What follows belongs to an exercise in optimizing a design on an open flow for small area; a production flow would make more cautious choices. In this exercise RTL edits were held to simulation tests only and were not proved equivalent to the original. No activity file was given, so power comes from the tool's default toggle rates.

==> inputs of run a <==
## iotkv_core
module iotkv_core (
    input  wire        clk,
    input  wire        rst,
    input  wire [15:0] cfg_pin_i,
    input  wire        tick_i,
    input  wire        lim_closed_i,
    input  wire        lim_open_i,
    input  wire [3:0]  kp_sense_i,
    output wire [3:0]  kp_sense_o,
    output wire        kp_sense_oe,
    input  wire [3:0]  kp_scan_i,
    output wire [3:0]  kp_scan_o,
    output wire        kp_scan_oe,
    input  wire        bus_ev_valid_i,
    input  wire [2:0]  bus_ev_kind_i,
    input  wire [7:0]  bus_ev_data_i,
    output wire        bus_tx_valid_o,
    output wire [7:0]  bus_tx_data_o,
    output wire [7:0]  duty_open_o,
    output wire [7:0]  duty_close_o,
    output wire [6:0]  door_state_o,
    output wire [15:0] drop_count_o
);
    reg       tk_d1;
    reg       tk_d2;
    reg       tk_cl;
    reg       tk_ol;
    reg       tk_present;
    reg [1:0] tk_col;
    wire tick_step = tk_d2;
    always @(posedge clk) begin
        tk_d1 <= tick_i;
        if (rst) tk_d2 <= 1'b0;
        else     tk_d2 <= tk_d1;
        if (tick_i) begin
            tk_cl      <= lim_closed_i;
            tk_ol      <= lim_open_i;
            tk_present <= (kp_sense_i != 4'b1111);
  ...
Settings: LEC_CHECK=0, CAP_MARGIN=20, CORE_MARGIN=2, CORE_UTILIZATION=40, SLEW_MARGIN=20; clock period 15.0 ns.
standard.sh (not shown) runs the stock make flow with config.mk's settings and CLKGATE_MAP_FILE= SYNTH_SCRIPT=/design/flow/synth_recipe.tcl, a recipe that flattens the netlist after the stock synthesis.
==> flow/flow/run.sh <==
#!/bin/bash
# ORFS layout with three changes:
#  - after the standard synthesis, the combinational logic is mapped again
#    by ABC with several area scripts, and the smallest result is kept
#    (registers untouched, see resynth.ys); if none works, the standard
#    netlist is kept;
#  - port buffers use the smallest buffer cell;
#  - clock-tree synthesis uses clkbuf_8 and no dummy loads.
# Each tool's output goes to its own log file here.
set -euo pipefail
export BUFFER_PORTS_ARGS="-buffer_cell sky130_fd_sc_hd__buf_1"
export CTS_ARGS="-sink_clustering_enable -repair_clock_nets -buf_list sky130_fd_sc_hd__clkbuf_8 -dont_use_dummy_load"
export SKIP_REPAIR_TIE_FANOUT=1

WORK=$(pwd)
ORFS_WORK=$(grep -o 'WORK_HOME=[^ ]*' standard.sh | head -1 | cut -d= -f2)
RES=$ORFS_WORK/results/${FLOW_PLATFORM}/iotkv_core/base
LIB=$FLOW_HOME/platforms/${FLOW_PLATFORM}/lib/sky130_fd_sc_hd__tt_025C_1v80.lib
YOSYS=$(command -v yosys || echo "$FLOW_HOME/../tools/install/yosys/bin/yosys")

bash standard.sh synth > log_synth.txt 2>&1
cp "$RES/1_2_yosys.v" "$WORK/standard_netlist.v"

python3 flow/comb_lib.py "$LIB" "$WORK/comb.lib" > log_comb_lib.txt 2>&1
DONTUSE="-dont_use sky130_fd_sc_hd__probe_p_8 -dont_use sky130_fd_sc_hd__probec_p_8 -dont_use sky130_fd_sc_hd__lpflow_*"
mkdir -p resynth
names=""
while read -r name cmds; do
  [ -z "$name" ] && continue
  echo "$cmds" | tr ';' '\n' | sed 's/^ *//' > "resynth/$name.abc"
  sed -e "s#COMBLIB#$WORK/comb.lib#" -e "s#LIBFILE#$LIB#g" -e "s#NETIN#$WORK/standard_netlist.v#" \
      -e "s#NETOUT#$WORK/resynth/$name.v#" -e "s#STATOUT#$WORK/resynth/$name.stat#" \
      -e "s#TOPNAME#$FLOW_TOP#" -e "s#SCRIPT#$WORK/resynth/$name.abc#" -e "s#DONTUSE#$DONTUSE#" \
      flow/resynth.ys > "resynth/$name.ys"
  "$YOSYS" -l "log_resynth_$name.txt" -q "resynth/$name.ys" > /dev/null 2>&1 &
  names="$names resynth/$name"
done < flow/abc_scripts.txt
wait
python3 flow/pick.py $names > log_pick.txt 2>&1
best=$(sed -n 's/^best //p' log_pick.txt)
if [ -n "$best" ] && [ "$best" != none ]; then
  cp "$WORK/$best.v" "$RES/1_2_yosys.v"
  rm -f "$RES/1_synth.odb"
  bash standard.sh synth > log_synth_odb.txt 2>&1
fi
for step in floorplan place cts route finish; do
  bash standard.sh "$step" > "log_${step}.txt" 2>&1
done
==> flow/flow/abc_scripts.txt <==
c1 &get -n; &st; &syn2; &dch -f; &nf -a; &put; strash; dch; map -a; strash; dch -f; map -a; topo; dnsize
b4 &get -n; &st; &syn2; &dch -f; &nf -a; &put; strash; dch; map -a; topo; dnsize
a2 strash; dch; map -a; strash; dch; map -a; topo; dnsize
b3 strash; dch; map -a; strash; dch; map -a; strash; dch; map -a; strash; dch; map -a; topo; dnsize
c5 &get -n; &st; &syn2; &dch -f; &nf -a -p; &put; strash; dch; map -a; topo; dnsize
a3 &get -n; &st; &dch; &nf -a; &put
Other scripts of this flow, unchanged in this note and not shown: flow/flow/comb_lib.py, flow/flow/pick.py, flow/flow/resynth.ys
==> run b: changes against run a <==
--- a/flow/flow/run.sh
+++ b/flow/flow/run.sh
@@ -1,10 +1,11 @@
 #!/bin/bash
-# ORFS layout with three changes:
+# ORFS layout with four changes:
 #  - after the standard synthesis, the combinational logic is mapped again
 #    by ABC with several area scripts, and the smallest result is kept
 #    (registers untouched, see resynth.ys); if none works, the standard
 #    netlist is kept;
 #  - port buffers use the smallest buffer cell;
+#  - the constant outputs share one tie cell;
 #  - clock-tree synthesis uses clkbuf_8 and no dummy loads.
 # Each tool's output goes to its own log file here.
 set -euo pipefail
==> flow/flow/abc_scripts.txt (replaced) <==
b4 &get -n; &st; &syn2; &dch -f; &nf -a; &put; strash; dch; map -a; topo; dnsize
c5 &get -n; &st; &syn2; &dch -f; &nf -a -p; &put; strash; dch; map -a; topo; dnsize
ds3 strash; &get -n; &deepsyn -T 40 -S 3; &put; dch; map -a; strash; dch; map -a; topo; dnsize
dsa strash; &get -n; &deepsyn -T 180 -S 2; &put; dch; map -a; strash; dch; map -a; topo; dnsize
dsb strash; &get -n; &deepsyn -T 180 -S 11; &put; dch; map -a; strash; dch; map -a; topo; dnsize
dsc strash; &get -n; &deepsyn -T 90 -S 2; &deepsyn -T 90 -S 3; &put; dch; map -a; strash; dch; map -a; topo; dnsize
dsd strash; &get -n; &deepsyn -T 180 -S 5; &put; dch; map -a; strash; dch; map -a; topo; dnsize
==> qor summary <==
|  | run a | run b |
|---|---|---|
| Status | timing/DRC/antenna clean | timing/DRC/antenna clean |
| End of the worst register-to-register path | u_q.drop_count[13] | u_q.drop_count[2] |
| Share of final-layout standard cells stronger than drive strength 1 | 0.02538 | 0.02364 |
| Capture point of the worst path | u_q.drop_count[13] | u_q.drop_count[2] |
| DRT Wirelength | 12930 um | 11360 um |
| Detailed Routing Iterations Pass 1 | 5 | 6 |
| Clock input transition at the sequential cells of the worst setup and hold paths | 0.10 ns | 0.08 ns |
| Power dissipated in combinational cells | 42.3 uW | 248 uW |
| Buffer share of cell area | 0.05438 | 0.05573 |
| Vias per cell | 5.205 | 5.073 |
| Post-Synthesis Net Count | 792 | 725 |
| Largest net degree at the start of global routing | 29 | 31 |
| Design area | 5660 sq um | 5254 sq um |
| Cell Area, Placed | 5537 sq um | 5130 sq um |
| Die Area | 14390 sq um | 13420 sq um |
| Cell leakage power | 0.001957 uW | 0.001765 uW |
| Syn-to-layout area delta | 5.258% | 5.028% |
| Die X | 120.0 um | 115.8 um |
| Switching portion of total power | 0.2626 | 0.4159 |
| Arrival time of the worst setup path | 7.77 ns | 7.24 ns |
| R2R Path Start | u_q.q_count[3] | u_db_cl.run[3] |
| Starting utilization of the core area | 0.4077 | 0.4130 |
| Worst setup skew after layout | 0.03065 ns | 0.01666 ns |
| Placed Cells incl. Taps | 955 | 878 |
| Inverter count of the layout excluding clock inverters | 112 | 106 |
| Number of global-route vias before repair | 4822 | 4088 |

[re-timing with driven ports]
The flow's constraints put no driver on any port. The routed layouts listed below were extracted and timed again, unchanged, in two steps. Step 1 assumes that a clkbuf_16 drives the clock port and a buf_2 every other input. Step 2 moves the port delays by t, midway between the first and last clock arrival at a register: inputs arrive t later, outputs are due t later. That takes back most of the time a late clock gives input paths. a / b / c = ideal ports / drivers / drivers and shift; a / b = the first two.
run	shift t [ns]	setup WS [ns]	hold WS [ns]	worst register clock-pin slew, ns	cell pins on the clock port's net
run a	0.405	7.519 / 7.529 / 7.124	0.369 / 0.369 / 0.369	0.10 / 0.10	1
run b	0.394	8.053 / 8.060 / 7.667	0.392 / 0.392 / 0.392	0.09 / 0.09	1
After both steps every run listed still meets setup and hold. The setup slack of run a, which loses most, moves by +0.010 ns with the drivers and by -0.395 ns with both steps.
